This design comes from an exercise in tuning for small area, a short achievable clock period and few clock cycles on the open sky130 flow, not from production work.
The RTL was checked by simulation tests, not by an equivalence proof against the original design.
Power is estimated from default activity; no workload was simulated.

// rtp_sr_sender
module rtp_sr_sender (
    input  wire        clk,
    input  wire        rst,
    input  wire        ev_valid,
    output wire        ev_ready,
    input  wire [1:0]  ev_kind,       
    input  wire        ev_ack,        
    input  wire [31:0] ev_seq,        
    input  wire [31:0] cfg_total,     
    input  wire [4:0]  cfg_window,    
    input  wire [31:0] cfg_rto,       
    input  wire [31:0] cfg_poll,      
    output wire        tx_valid,
    input  wire        tx_ready,
    output wire [31:0] tx_seq,
    output wire        running,
    output wire [31:0] base
);
    reg         run_r;
    reg  [3:0]  lo;           
    reg  [27:0] hb;           
    reg  [31:0] rem;          
    reg  [4:0]  win;          
    reg  [31:0] rnm1;         
    reg  [31:0] xr;           
    reg  [31:0] poll;         
    reg  [31:0] pcnt;         
    reg         big;          
    reg         wchk;         
    reg         wpass;        
    reg  [511:0] tmr;         
    reg  [15:0] acked, e0, pend;
    integer i, j, d;
    wire [27:0] hb1     = hb + 28'd1;
    wire [31:0] rn      = rnm1 + 32'd1;
    function [15:0] below;            
        input [5:0] x;
        integer k;
        begin
            for (k = 0; k < 16; k = k + 1)
                below[k] = (k < x);
        end
    endfunction
    function [15:0] offs_below;       
        input [15:0] gelo;
        input [5:0]  e;               
        begin
            offs_below = (gelo & below(e)) | below((e >= 6'd16) ? e - 6'd16 : 6'd0);
        end
    endfunction
    wire        rem_big = (rem[31:5] != 27'd0);
    wire [4:0]  rem5    = rem[4:0];
    wire [4:0]  rem16   = (rem5 > 5'd16) ? rem5 - 5'd16 : 5'd0;
    wire [15:0] ge_lo   = ~below({2'b0, lo});
    wire [15:0] is_lo   = 16'd1 << lo;
    wire [15:0] lt_w    = offs_below(ge_lo, {2'b0, lo} + {1'b0, win});
    wire [15:0] lt_r0   = rem_big ? 16'hffff : offs_below(ge_lo, {2'b0, lo} + {1'b0, rem5});
    wire [15:0] lt_r16  = rem_big ? 16'hffff : offs_below(ge_lo, {2'b0, lo} + {1'b0, rem16});
    wire [15:0] inwin = lt_w & lt_r0;
    wire [15:0] gacked = acked | is_lo;
    reg  [15:0] run_hi, run_lo, clr;
    always @* begin
        run_hi[0] = gacked[0] | !ge_lo[0];
        run_lo[0] = gacked[0];
        for (i = 1; i < 16; i = i + 1) begin
            run_hi[i] = run_hi[i-1] & (gacked[i] | !ge_lo[i]);
  ...
clock: 10.0 ns
lec_check: 0
cap_margin: 20
core_margin: 2
core_utilization: 40
place_density: 0.6
setup_slack_margin: 4
slew_margin: 20
run.sh (not shown) runs the stock make flow with config.mk's settings and CLKGATE_MAP_FILE= SYNTH_SCRIPT=/design/flow/synth_recipe.tcl, a recipe that flattens the netlist after the stock synthesis.
Testbench counts at the start, summed over its fixed seeds: cycles 12,213.
Change:
--- a/flow/config.mk
+++ b/flow/config.mk
@@ -6,4 +6,5 @@
 export NUM_CORES = 4
 export LEC_CHECK = 0
+export ABC_AREA = 1
 export CAP_MARGIN = 20
 export CORE_MARGIN = 2
=> Combinational power increases by about 4%. Final area decreases by 4.7%. Area after synthesis decreases by 2.8%. Fmax increases by 2.4%. First-iteration DRC count decreases by 16%. Utilization decreases by 1.2 points. Worst setup slack gets better by 0.15 ns. Clock-buffer cell count decreases by 7. Total power decreases by 0.60%.


PW:
The RTL this note starts from:
==> flow/design.v <==
module rtp_sr_sender (
    input  wire        clk,
    input  wire        rst,
    input  wire        ev_valid,
    output wire        ev_ready,
    input  wire [1:0]  ev_kind,       
    input  wire        ev_ack,        
    input  wire [31:0] ev_seq,        
    input  wire [31:0] cfg_total,     
    input  wire [4:0]  cfg_window,    
    input  wire [31:0] cfg_rto,       
    input  wire [31:0] cfg_poll,      
    output wire        tx_valid,
    input  wire        tx_ready,
    output wire [31:0] tx_seq,
    output wire        running,
    output wire [31:0] base
);
    reg         run_r;
    reg  [3:0]  lo;           
    reg  [27:0] hb;           
    reg  [31:0] rem;          
    reg         rem_big;      
    reg  [4:0]  win;          
    reg  [31:0] rnm1;         
    reg  [31:0] xr;           
    reg  [31:0] poll;         
    reg  [31:0] pcnt;         
    reg         big;          
    reg         wchk;         
    reg         wpass;        
    reg  [511:0] tmr;         
    reg  [15:0] acked, e0, pend;
    reg  [15:0] ge_lo, lt_w, lt_r0;
    integer i, j, d;
    wire [27:0] hb1     = hb + 28'd1;
    wire [31:0] rn      = rnm1 + 32'd1;
    function [15:0] below;            
        input [5:0] x;
        integer k;
        begin
            for (k = 0; k < 16; k = k + 1)
                below[k] = (k < x);
        end
    endfunction
    function [15:0] offs_below;       
        input [15:0] gelo;
        input [5:0]  e;               
        begin
            offs_below = (gelo & below(e)) | below((e >= 6'd16) ? e - 6'd16 : 6'd0);
        end
    endfunction
    wire [4:0]  rem5    = rem[4:0];
    wire [4:0]  rem16   = (rem5 > 5'd16) ? rem5 - 5'd16 : 5'd0;
    wire [15:0] is_lo   = ge_lo & ~{ge_lo[14:0], 1'b0};
    wire [15:0] lt_r16  = rem_big ? 16'hffff : offs_below(ge_lo, {2'b0, lo} + {1'b0, rem16});
    wire [15:0] inwin = lt_w & lt_r0;
    wire [15:0] gacked = acked | is_lo;
    reg  [15:0] run_hi, run_lo, clr;
    always @* begin
        run_hi[0] = gacked[0] | !ge_lo[0];
        run_lo[0] = gacked[0];
        for (i = 1; i < 16; i = i + 1) begin
            run_hi[i] = run_hi[i-1] & (gacked[i] | !ge_lo[i]);
            run_lo[i] = run_lo[i-1] & gacked[i];
        end
        for (i = 0; i < 16; i = i + 1)
            clr[i] = ge_lo[i] ? run_hi[i] : (run_hi[15] & run_lo[i]);
    end
    wire [15:0] clr_r1  = win[0] ? {clr[14:0], clr[15]} : clr;
    wire [15:0] clr_r2  = win[1] ? {clr_r1[13:0], clr_r1[15:14]} : clr_r1;
    wire [15:0] clr_r4  = win[2] ? {clr_r2[11:0], clr_r2[15:12]} : clr_r2;
    wire [15:0] clr_w   = win[3] ? {clr_r4[7:0], clr_r4[15:8]} : clr_r4;
    reg  [15:0] m_slide;
    always @* begin
        for (i = 0; i < 16; i = i + 1)
            m_slide[i] = clr[i] ? (lt_w[i] && clr_w[i] && lt_r16[i])
                                : ((lt_w[i] || clr_w[i]) && lt_r0[i] && !acked[i] && (!inwin[i] || e0[i]));
    end
    wire        fin_s   = !rem_big && (rem5 <= 5'd16) && ((lt_r0 & ~clr) == 16'd0);
    reg  [3:0]  lo_n;
    always @* begin
        lo_n = 4'd0;
        for (i = 0; i < 16; i = i + 1)
            if (clr[(i + 15) % 16] && !clr[i]) lo_n = lo_n | 4'(i);
        if (clr == 16'hffff) lo_n = lo;
    end
    wire [3:0]  s1_lo   = lo_n - lo;
    wire [4:0]  s1      = {(s1_lo == 4'd0), s1_lo};
    wire [5:0]  rem_sl  = {1'b0, rem5} - {1'b0, s1};
    wire [26:0] rem_hd  = rem[31:5] - 27'd1;
    wire [31:0] rem_s   = {rem_sl[5] ? rem_hd : rem[31:5], rem_sl[4:0]};
    wire        rem_big_s = rem_sl[5] ? (rem[31:6] != 26'd0) : rem_big;
    wire [15:0] fdec    = 16'd1 << ev_seq[3:0];
    wire        eq_hb   = (ev_seq[31:4] == hb);
    wire        eq_hb1  = (ev_seq[31:4] == hb1);
    wire [15:0] hitmask = {16{ev_ack}} & fdec & inwin & ((ge_lo & {16{eq_hb}}) | (~ge_lo & {16{eq_hb1}}));
    wire        hit_base = ev_ack && eq_hb && (ev_seq[3:0] == lo);
    wire [15:0] m_frame = inwin & ~acked & ~hitmask & e0;
    wire        due     = (pcnt == 32'd1);
    wire [31:0] cmpv = wchk ? rnm1 : xr;
    reg  [15:0] eqc;
    always @* begin
        for (i = 0; i < 16; i = i + 1)
            eqc[i] = (tmr[32*i +: 32] == cmpv);
    end
    wire [15:0] m_tick  = inwin & ~acked & (e0 | eqc);
    wire [15:0] m_wrap  = inwin & ~acked & e0 & ~eqc;
    wire [4:0]  wlen_st = ((cfg_total[31:5] != 27'd0) || (cfg_total[4:0] >= cfg_window)) ? cfg_window : cfg_total[4:0];
    reg  [15:0] m_start;
    always @* begin
        for (i = 0; i < 16; i = i + 1)
            m_start[i] = (i < wlen_st);
    end
    wire [15:0] pend_a  = pend & ge_lo;
    wire [15:0] pend_b  = pend & ~ge_lo;
    wire        any_a   = (pend_a != 16'd0);
    reg  [15:0] tfirst;
    reg  [3:0]  slot_a, slot_b;
    reg         seen_a, seen_b;
    always @* begin
        seen_a = 1'b0;
        seen_b = 1'b0;
        for (i = 0; i < 16; i = i + 1) begin
            tfirst[i] = any_a ? (pend_a[i] && !seen_a) : (pend_b[i] && !seen_b);
            seen_a = seen_a | pend_a[i];
            seen_b = seen_b | pend_b[i];
        end
        slot_a = 4'd0;
        slot_b = 4'd0;
        for (i = 15; i >= 0; i = i - 1) begin
            if (pend_a[i]) slot_a = 4'(i);
            if (pend_b[i]) slot_b = 4'(i);
        end
    end
    wire [3:0]  tslot   = any_a ? slot_a : slot_b;
    assign tx_valid = (pend != 16'd0);
    assign tx_seq   = {any_a ? hb : hb1, tslot};
    wire        take    = tx_valid && tx_ready;
    reg         pend_two;         
    reg         pend_seen;
    always @* begin
        pend_two  = 1'b0;
        pend_seen = 1'b0;
        for (i = 0; i < 16; i = i + 1) begin
            pend_two  = pend_two | (pend_seen & pend[i]);
            pend_seen = pend_seen | pend[i];
        end
    end
    wire        pend_one = !pend_two;
    assign ev_ready = !wchk && ((pend == 16'd0) || (tx_ready && pend_one));
    assign running  = run_r;
    assign base     = {hb, lo};
    wire accept  = ev_valid && ev_ready;
    wire k_frame = (ev_kind == 2'd0);
    wire k_tick  = (ev_kind == 2'd1);
    wire k_start = (ev_kind == 2'd2);
    reg  [15:0] m;
    reg         do_pass;
    always @* begin
        m = 16'd0;
        do_pass = 1'b0;
        if (wchk) begin
            do_pass = wpass;
            m = m_wrap;
        end else if (k_tick) begin
            do_pass = run_r && due && !big;
            m = m_tick;
        end else if (k_start) begin
            do_pass = !run_r;
            m = m_start;
        end else if (k_frame) begin
            do_pass = run_r;
            m = hit_base ? m_slide : m_frame;
        end
        if (!do_pass) m = 16'd0;
    end
    wire [31:0] stamp = (k_tick && !wchk) ? rn : (k_start && !wchk) ? 32'hffffffff : rnm1;
    always @(posedge clk) begin
        if (rst) begin
            run_r <= 1'b0;
            lo    <= 4'd0;
            hb    <= 28'd0;
            pend  <= 16'd0;
            wchk  <= 1'b0;
        end else begin
            wchk <= 1'b0;
            if (wchk) begin
                e0   <= e0 & ~eqc & ~m;
                pend <= m;
            end else if (accept) begin
                pend <= m;
                if (k_tick) begin
                    rnm1  <= rn;
                    xr    <= xr + 32'd1;
                    e0    <= (e0 | eqc) & ~m;
                    pcnt  <= (run_r && due) ? poll : pcnt - 32'd1;
                    wchk  <= big;
                    wpass <= run_r && due;
                end else if (k_start) begin
                    if (!run_r) begin
                        run_r <= (cfg_total != 32'd0);
                        lo    <= 4'd0;
                        hb    <= 28'd0;
                        rem   <= cfg_total;
                        rem_big <= (cfg_total[31:5] != 27'd0);
                        ge_lo <= 16'hffff;
                        lt_w  <= below({1'b0, cfg_window});
                        lt_r0 <= (cfg_total[31:4] != 28'd0) ? 16'hffff : below({2'b0, cfg_total[3:0]});
                        win   <= cfg_window;
                        rnm1  <= 32'hffffffff;
                        xr    <= ~cfg_rto;
                        poll  <= cfg_poll;
                        pcnt  <= cfg_poll;
                        big   <= cfg_rto[31] || cfg_poll[31];
                        acked <= 16'd0;
                        e0    <= e0 & ~m;
                    end
                end else if (k_frame) begin
                    if (run_r) begin
                        if (hit_base) begin
                            lo    <= lo_n;
                            hb    <= clr[15] ? hb1 : hb;
                            rem   <= rem_s;
                            rem_big <= rem_big_s;
                            ge_lo <= clr[15] ? ~(clr & ~ge_lo) : (ge_lo & ~clr);
                            lt_w  <= (clr & lt_w & clr_w) | (~clr & (lt_w | clr_w));
                            lt_r0 <= (clr & lt_r16) | (~clr & lt_r0);
                            acked <= acked & ~clr;
                            if (fin_s) run_r <= 1'b0;
                        end else begin
                            acked <= acked | hitmask;
                        end
                        pcnt <= poll;
                        e0 <= e0 & ~m;
                    end
                end
            end else if (take) begin
                pend <= pend & ~tfirst;
            end
        end
    end
    always @(posedge clk) begin
        if (accept || wchk) begin
            for (j = 0; j < 16; j = j + 1)
                if (m[j]) tmr[32*j +: 32] <= stamp;
        end
    end
endmodule
export LEC_CHECK = 0
export ABC_AREA = 1
export CAP_MARGIN = 20
export CORE_MARGIN = 2
export CORE_UTILIZATION = 55
export PLACE_DENSITY = 0.7
export SETUP_SLACK_MARGIN = 5
export SLEW_MARGIN = 20
export TNS_END_PERCENT = 10
create_clock -name core_clock -period 10.0 [get_ports {clk}]
The flow did not stop early for PW: all stages ran, and the layout cleared the timing, DRC and antenna checks.
Testbench counts of PW, summed over its fixed seeds: cycles 12,213.
Relative to PW, the following input files were edited for MS:
- SETUP_SLACK_MARGIN changed from 5 to 4.5
- PLACE_DENSITY changed from 0.7 to 0.6
- CORE_UTILIZATION changed from 55 to 40
==> notes.md <==
MS reached the end of the flow, and the finished layout is clean on the timing, DRC and antenna checks. PW reports its worst setup path startpoint as tx_ready while MS reports cfg_window[1]. MS ended up with more standard cells than PW. The layout cell share with drive strength beyond 1 of MS falls short of that of PW by 2.9 points. Per the comparison of MS with PW, total setup violations reported at the end of the flow ~0 delta; number of fillers in the final layout +about 60%; highest clock rate -3.1%; global-route usage -11 points; growth of design area from synthesis to finish -1.6 points.

afterwards: timing with drivers on the ports:
How much do the figures lean on ideal ports? The routed layouts below were timed once more, with nothing changed but the port constraints.
Step 1 sets driving cells, clkbuf_16 on the clock port and buf_2 on the other inputs (assumed; they add their load-dependent delay and slew).
Step 2 times the ports against the registers' clock, not the clock port: input delays grow and output delays shrink by t, the midpoint of the rising clock arrivals with the driver on.
Three values: no drivers, after step 1, after step 2; two values: the first two.
run | t (ns) | setup slack, ns | worst setup path at the end
the first run of note 1 | 0.730 | 3.833 / 3.760 / 3.440 | input to register
the second run of note 1 | 0.714 | 3.979 / 3.979 / 3.507 | input to register
PW | 0.726 | 4.581 / 4.524 / 4.040 | input to register
MS | 0.744 | 4.410 / 4.373 / 3.695 | input to register
After both steps every run listed still meets setup and hold. The setup slack of MS, which loses most, moves by -0.037 ns with the drivers and by -0.715 ns with both steps.
